This is an optimization exercise on Yosys and OpenROAD, whose aim is small area, not a production implementation.
In this exercise RTL edits were held to simulation tests only and were not proved equivalent to the original.
The flow treats the clock pin as an ideal source, which a real chip does not have.
No activity file was given, so power comes from the tool's default toggle rates.

## sp_parser
module sp_parser (
    input  wire        clk,
    input  wire        rst,         
    input  wire        in_valid,    
    input  wire [7:0]  in_byte,
    input  wire        json_ok,     
    output wire        st_valid,    
    output wire [7:0]  status,      
    output wire        pay_valid,   
    output wire [7:0]  pay_byte,
    output wire [1:0]  msg_state,   
    output wire [1:0]  msg_tag,     
    output wire [15:0] msg_props,
    output wire [15:0] msg_cmd,
    output wire [15:0] msg_plen,
    output wire        msg_stby,
    output wire [31:0] hb_epoch,
    output wire [31:0] hb_serial,
    output wire [15:0] hb_volt,
    output wire [7:0]  hb_temp,
    output wire [7:0]  hb_mode
);
Settings: LEC_CHECK=0, CAP_MARGIN=20, CORE_MARGIN=2, CORE_UTILIZATION=70, SLEW_MARGIN=20; clock period 6.0 ns.
standard.sh (not shown) runs the stock make flow with config.mk's settings and CLKGATE_MAP_FILE= SYNTH_SCRIPT=/design/flow/synth_recipe.tcl, a recipe that flattens the netlist after the stock synthesis.
==> flow/flow/run.sh <==
#!/bin/bash
set -euo pipefail
here=$(pwd)
POST_CTS_TCL=$here/flow/post_cts.tcl bash standard.sh \
  "REMOVE_ABC_BUFFERS=1" "SKIP_REPAIR_TIE_FANOUT=1" \
  "BUFFER_PORTS_ARGS=-buffer_cell sky130_fd_sc_hd__buf_1" \
  "CTS_ARGS=-sink_clustering_enable -repair_clock_nets -dont_use_dummy_load -buf_list sky130_fd_sc_hd__clkbuf_4 -root_buf sky130_fd_sc_hd__clkbuf_8 -sink_clustering_size 20 -sink_clustering_max_diameter 40" \
  finish > flow_standard.log 2>&1
==> flow/flow/post_cts.tcl <==
set limit 0.110
set bigger sky130_fd_sc_hd__clkbuf_8
estimate_parasitics -placement
set n 0
foreach inst [get_cells *] {
  set m [get_property $inst ref_name]
  if {![string match sky130_fd_sc_hd__clkbuf_4 $m] && ![string match sky130_fd_sc_hd__clkbuf_2 $m]} continue
  set worst 0
  foreach opin [get_pins -of_objects $inst -filter "direction == output"] {
    set net [get_nets -of_objects $opin]
    foreach p [get_pins -of_objects $net -filter "direction == input"] {
      foreach rf {rise fall} {
        set s [get_property $p slew_max_$rf]
        if {$s > $worst} {set worst $s}
      }
    }
  }
  if {$worst > $limit} {
    replace_cell $inst $bigger
    incr n
  }
}
puts "post_cts: upsized $n clock buffers to $bigger"
estimate_parasitics -placement
The baseline went through all stages and came out clean.
Next try:
==> flow/flow/run.sh (replaced) <==
#!/bin/bash
set -euo pipefail
here=$(pwd)
POST_CTS_TCL=$here/flow/post_cts.tcl bash standard.sh \
  "REMOVE_ABC_BUFFERS=1" \
  "BUFFER_PORTS_ARGS=-buffer_cell sky130_fd_sc_hd__buf_1" \
  "CTS_ARGS=-sink_clustering_enable -repair_clock_nets -dont_use_dummy_load -buf_list sky130_fd_sc_hd__clkbuf_4 -root_buf sky130_fd_sc_hd__clkbuf_8 -sink_clustering_size 20 -sink_clustering_max_diameter 40" \
  finish > flow_standard.log 2>&1
--- a/flow/config.mk
+++ b/flow/config.mk
@@ -6,6 +6,6 @@
 export NUM_CORES = 4
 export LEC_CHECK = 0
-export CAP_MARGIN = 20
+export CAP_MARGIN = 0
 export CORE_MARGIN = 2
 export CORE_UTILIZATION = 70
-export SLEW_MARGIN = 20
+export SLEW_MARGIN = 0
Effect: Synthesized area stays the same; cell count climbs by 2.3%; worst hold slack gains 0.0068 ns; core utilization climbs by 0.70 points; combinational power drops by about 0.8%; first-iteration DRC count climbs by 2.9%; die area is unchanged; worst setup slack gains 0.072 ns; critical path depth drops by 2; wire length climbs by 2.2%.
Next try:
==> flow/flow/run.sh (replaced) <==
#!/bin/bash
set -euo pipefail
here=$(pwd)
POST_CTS_TCL=$here/flow/post_cts.tcl bash standard.sh \
  "BUFFER_PORTS_ARGS=-buffer_cell sky130_fd_sc_hd__buf_1" \
  "CTS_ARGS=-sink_clustering_enable -repair_clock_nets -dont_use_dummy_load -buf_list sky130_fd_sc_hd__clkbuf_4 -root_buf sky130_fd_sc_hd__clkbuf_8 -sink_clustering_size 20 -sink_clustering_max_diameter 40" \
  finish > flow_standard.log 2>&1
--- a/flow/config.mk
+++ b/flow/config.mk
@@ -6,6 +6,6 @@
 export NUM_CORES = 4
 export LEC_CHECK = 0
-export CAP_MARGIN = 0
+export CAP_MARGIN = 20
 export CORE_MARGIN = 2
 export CORE_UTILIZATION = 70
-export SLEW_MARGIN = 0
+export SLEW_MARGIN = 20
The changed run passed the timing, design-rule and antenna checks.
Maximum frequency hardly moves.
Synthesized area does not change.
Worst setup slack gets worse by 0.014 ns.
Via count fell by 0.98%.
Power shrinks by 0.62%.
Clock-buffer cell count stays the same.
Critical path depth rises by 2.
Utilization climbs by 0.18 points.
Cell area stays flat.
Combinational power increases by about 0.7%.
Die area is unchanged.

* * *

Starting RTL as in the previous note.
// sp_parser
module sp_parser (
    input  wire        clk,
    input  wire        rst,         
    input  wire        in_valid,    
    input  wire [7:0]  in_byte,
    input  wire        json_ok,     
    output wire        st_valid,    
    output wire [7:0]  status,      
    output wire        pay_valid,   
    output wire [7:0]  pay_byte,
    output wire [1:0]  msg_state,   
    output wire [1:0]  msg_tag,     
    output wire [15:0] msg_props,
    output wire [15:0] msg_cmd,
    output wire [15:0] msg_plen,
    output wire        msg_stby,
    output wire [31:0] hb_epoch,
    output wire [31:0] hb_serial,
    output wire [15:0] hb_volt,
    output wire [7:0]  hb_temp,
    output wire [7:0]  hb_mode
);
    localparam [1:0] TAG_SAR  = 2'd1;
    localparam [1:0] TAG_STBY = 2'd2;
    localparam [1:0] TAG_HB   = 2'd3;
    reg        r_st_valid;
    reg        r_pay_valid;
    reg  [7:0] r_pay_byte;
    reg        m_valid;         
    reg        m_cinv;          
    reg        ez, ex, ey;
    reg  [3:0] idx;             
    reg  [1:0] tag;             
    reg        hck_hi;          
  ...
export LEC_CHECK = 0
export CAP_MARGIN = 20
export CORE_MARGIN = 2
export CORE_UTILIZATION = 70
export SLEW_MARGIN = 20
create_clock -name core_clock -period 6.0 [get_ports {clk}]
==> flow/flow/run.sh <==
#!/bin/bash
set -euo pipefail
here=$(pwd)
PRE_GLOBAL_PLACE_TCL=$here/flow/pre_gpl.tcl POST_CTS_TCL=$here/flow/post_cts.tcl bash standard.sh \
  "REMOVE_ABC_BUFFERS=1" "SKIP_REPAIR_TIE_FANOUT=1" \
  "BUFFER_PORTS_ARGS=-outputs -buffer_cell sky130_fd_sc_hd__buf_1" \
  "CTS_ARGS=-sink_clustering_enable -repair_clock_nets -dont_use_dummy_load -buf_list sky130_fd_sc_hd__clkbuf_4 -root_buf sky130_fd_sc_hd__clkbuf_8 -sink_clustering_size 20 -sink_clustering_max_diameter 40" \
  finish > flow_standard.log 2>&1
==> flow/flow/pre_gpl.tcl <==
# Before global placement: buffer the input ports with a mid-size buffer
# (they drive many loads), kept through the buffer removal that follows;
# the output ports are buffered by the flow itself.
buffer_ports -inputs -buffer_cell sky130_fd_sc_hd__buf_4
foreach inst [get_cells input*] { set_dont_touch $inst }
Scripts as last shown in full above: flow/flow/post_cts.tcl
The starting point produced a clean layout.
Next try:
==> flow/flow/run.sh (replaced) <==
#!/bin/bash
set -euo pipefail
here=$(pwd)
POST_CTS_TCL=$here/flow/post_cts.tcl bash standard.sh \
  "REMOVE_ABC_BUFFERS=1" \
  "BUFFER_PORTS_ARGS=-buffer_cell sky130_fd_sc_hd__buf_1" \
  "CTS_ARGS=-sink_clustering_enable -repair_clock_nets -dont_use_dummy_load -buf_list sky130_fd_sc_hd__clkbuf_4 -root_buf sky130_fd_sc_hd__clkbuf_8 -sink_clustering_size 20 -sink_clustering_max_diameter 40" \
  finish > flow_standard.log 2>&1
- GPL_TIMING_DRIVEN: unset -> 0
removed: flow/flow/pre_gpl.tcl
What happened: The new run ran to the end with no violations; wire length grows by 2.9%; global-route usage grows by 0.53 points; final cell count grows by about 2.3%.
Next try:
--- a/flow/flow/run.sh
+++ b/flow/flow/run.sh
@@ -5 +4,0 @@
-  "REMOVE_ABC_BUFFERS=1" \
- CORE_UTILIZATION: 70 -> 60
- GPL_TIMING_DRIVEN: 0 -> unset
Effect: Final cell count is higher by about 4%; wire length stays flat; area after synthesis does not change; design area stays flat; die area is higher by about 16%.
Next try:
--- a/flow/flow/run.sh
+++ b/flow/flow/run.sh
@@ -4,0 +5 @@
+  "REMOVE_ABC_BUFFERS=1" "SKIP_REPAIR_TIE_FANOUT=1" \
- CORE_UTILIZATION: 60 -> 70
- GPL_TIMING_DRIVEN: unset -> 0
Global-route usage rose by 4.5 points.
Worst setup slack got worse by 0.32 ns.
Worst hold slack got worse by 0.0045 ns.
Die area is lower by 14%.
Cell area barely changes.
Area after synthesis does not change.
Core utilization rose by 10 points.
Cell count went down by 5.8%.
Next try:
- GPL_TIMING_DRIVEN: 0 -> unset
Sequential cell count stays the same.
Non-clock buffer count goes up by 1.
Core utilization goes down by 1.2 points.
Maximum frequency goes up by a few percent.
Synthesized cell count is unchanged.
Routed wire length goes down by a few percent.
Total power goes down slightly.
Critical path depth goes up by 1.
Final area goes down slightly.
Register-to-register slack is better by 0.20 ns.
Via count goes down slightly.
Next try:
- CAP_MARGIN: 20 -> 0
- GPL_TIMING_DRIVEN: unset -> 0
- SLEW_MARGIN: 20 -> 0
What happened: The changed run ran to the end with no violations. Worst setup slack got worse by 0.28 ns. Power is higher by 0.89%. Worst hold slack improved by 0.0032 ns. Cell area is higher by 0.66%. Combinational power is lower by 3.3%. Critical path depth is lower by 1. Clock skew is lower by 0.0083 ns. Cell count is lower by 0.55%. Routed wire length is lower by 1.0%. Sequential cell count does not change.

* * *

Another version of the RTL of sp_parser (not shown whole).
Size: roughly 510 cells after synthesis.
clock: 6.0 ns
lec_check: 0
cap_margin: 20
core_margin: 2
core_utilization: 78
slew_margin: 20
==> flow/flow/run.sh <==
#!/bin/bash
set -euo pipefail
here=$(pwd)
POST_CTS_TCL=$here/flow/post_cts.tcl bash standard.sh \
  "BUFFER_PORTS_ARGS=-buffer_cell sky130_fd_sc_hd__buf_1" \
  "CTS_ARGS=-sink_clustering_enable -repair_clock_nets -dont_use_dummy_load -buf_list sky130_fd_sc_hd__clkbuf_4 -root_buf sky130_fd_sc_hd__clkbuf_8 -sink_clustering_size 20 -sink_clustering_max_diameter 40" \
  finish > flow_standard.log 2>&1
Scripts as last shown in full above: flow/flow/post_cts.tcl
Then changed:
==> flow/flow/run.sh (replaced) <==
#!/bin/bash
set -euo pipefail
bash standard.sh \
  "BUFFER_PORTS_ARGS=-buffer_cell sky130_fd_sc_hd__buf_1" \
  "CTS_ARGS=-sink_clustering_enable -repair_clock_nets -dont_use_dummy_load -buf_list sky130_fd_sc_hd__clkbuf_8 -sink_clustering_size 30 -sink_clustering_max_diameter 80" \
  finish > flow_standard.log 2>&1
Settings changed: CORE_UTILIZATION 78 to 65.
removed: flow/flow/post_cts.tcl
After rerunning: Wire length went down by 15%; hold slack improved by 0.014 ns; critical path depth is unchanged; clock power went up by 22%; final cell count went up by 4.4%.

* * *

## v17
Another version of the RTL of sp_parser (not shown whole).
For scale: ~580 cells after synthesis, ~150 flip-flops, about 180 I/O pins.
==> flow/design.v (excerpt) <==
module sp_parser (
    input  wire        clk,
    input  wire        rst,         
    input  wire        in_valid,    
    input  wire [7:0]  in_byte,
    input  wire        json_ok,     
    output wire        st_valid,    
    output wire [7:0]  status,      
    output wire        pay_valid,   
    output wire [7:0]  pay_byte,
    output wire [1:0]  msg_state,   
    output wire [1:0]  msg_tag,     
    output wire [15:0] msg_props,
    output wire [15:0] msg_cmd,
    output wire [15:0] msg_plen,
    output wire        msg_stby,
    output wire [31:0] hb_epoch,
    output wire [31:0] hb_serial,
    output wire [15:0] hb_volt,
    output wire [7:0]  hb_temp,
    output wire [7:0]  hb_mode
);
==> flow/config.mk <==
export PLATFORM = sky130hd
export DESIGN_NAME = sp_parser
export DESIGN_NICKNAME = sp_parser
export VERILOG_FILES = /design/flow/design.v
export SDC_FILE = /design/flow/constraint.sdc
export NUM_CORES = 4
export LEC_CHECK = 0
export CAP_MARGIN = 20
export CORE_MARGIN = 2
export CORE_UTILIZATION = 40
export CTS_BUF_LIST = sky130_fd_sc_hd__clkbuf_8
export CTS_CLUSTER_DIAMETER = 100
export CTS_CLUSTER_SIZE = 30
export SLEW_MARGIN = 20
==> flow/constraint.sdc <==
create_clock -name core_clock -period 6.0 [get_ports {clk}]
set_input_delay 1.2000 -clock core_clock [delete_from_list [all_inputs] [get_ports {clk}]]
set_output_delay 1.2000 -clock core_clock [all_outputs]
set_load 0.01 [all_outputs]
run.sh (not shown) runs the stock make flow with config.mk's settings and CLKGATE_MAP_FILE= SYNTH_SCRIPT=/design/flow/synth_recipe.tcl, a recipe that flattens the netlist after the stock synthesis.
Stock flow here: none of the scripts above is used.
[inputs] v25 vs v17
==> flow/flow/run.sh (new file) <==
#!/bin/bash
set -euo pipefail
bash standard.sh "BUFFER_PORTS_ARGS=-buffer_cell sky130_fd_sc_hd__buf_1" finish > flow_standard.log 2>&1
==> flow/standard.sh (new file) <==
#!/bin/bash
# synth_recipe.tcl (not shown) runs the flow's synth.tcl, then flattens the netlist and writes it again
# the make line also repeats each setting of config.mk as NAME=value (left out here)
make -C /OpenROAD-flow-scripts/flow DESIGN_CONFIG=/design/flow/config.mk WORK_HOME=/design/flow/orfs CLKGATE_MAP_FILE= SYNTH_SCRIPT=/design/flow/synth_recipe.tcl "${@:-finish}"
diff --git a/flow/config.mk b/flow/config.mk
--- a/flow/config.mk
+++ b/flow/config.mk
@@ -11,3 +10,0 @@
-export CTS_BUF_LIST = sky130_fd_sc_hd__clkbuf_8
-export CTS_CLUSTER_DIAMETER = 100
-export CTS_CLUSTER_SIZE = 30
removed: flow/run.sh
==> summary.txt <==
Having completed the whole flow, v25 delivered a layout that passed the timing, design-rule and antenna checks.
In v25 the fraction of the cycle the final worst path needs turned out 2.1 points higher than in v17.
Against v17, v25 comes in 4.4 points lower on share of the core filled with cells in the final layout.
Changes observed in v25 relative to v17: wire length of the first global-routing pass decreased 5.3%; layout overhead on the synthesized area saw a decrease; met2 demand-to-capacity share in global routing has decreased.
Diff v25..v17 | final number of hold-violating endpoints | unchanged
| multi-input gate area in the final layout | v25 vs v17 | ≈ equal |

-- static timing again, ports no longer ideal --
How much do the figures lean on ideal ports? The routed layouts below were timed once more, with nothing changed but the port constraints.
Step 1 (the two cells are an assumption about what drives the block):
set clk [get_ports {clk}]
set_driving_cell -lib_cell sky130_fd_sc_hd__clkbuf_16 $clk
set_driving_cell -lib_cell sky130_fd_sc_hd__buf_2 [delete_from_list [all_inputs] $clk]
Step 2 moves the port delays by t, midway between the first and last clock arrival at a register: inputs arrive t later, outputs are due t later. That takes back most of the time a late clock gives input paths.
a / b / c = ideal ports / drivers / drivers and shift; a / b = the first two.
| run | t, ns | slack for setup (ns) | cell pins on the clock port's net |
|---|---|---|---|
| the first run of note 1 | 0.428 | 0.496 / 0.496 / 0.172 | 1 |
| the second run of note 1 | 0.426 | 0.567 / 0.571 / 0.154 | 1 |
| the third run of note 1 | 0.429 | 0.553 / 0.553 / 0.180 | 1 |
| the first run of note 2 | 0.423 | 0.487 / 0.487 / 0.089 | 1 |
| the second run of note 2 | 0.432 | 0.251 / 0.263 / -0.169 | 1 |
| the third run of note 2 | 0.444 | 0.525 / 0.525 / 0.173 | 1 |
| the fourth run of note 2 | 0.440 | 0.204 / 0.220 / -0.220 | 1 |
| the fifth run of note 2 | 0.428 | 0.496 / 0.496 / 0.172 | 1 |
| the sixth run of note 2 | 0.440 | 0.213 / 0.228 / -0.212 | 1 |
| the first run of note 3 | 0.450 | 0.309 / 0.309 / 0.204 | 1 |
| the second run of note 3 | 0.471 | 0.374 / 0.374 / 0.206 | 1 |
| v17 | 0.485 | 1.425 / 1.425 / 1.001 | 1 |
| v25 | 0.462 | 1.297 / 1.297 / 1.210 | 1 |
Met with ideal ports but missed after step 2: setup timing in the second run of note 2, the fourth run of note 2 and the sixth run of note 2. The setup slack of the sixth run of note 2, which loses most, moves by +0.015 ns with the drivers and by -0.425 ns with both steps.
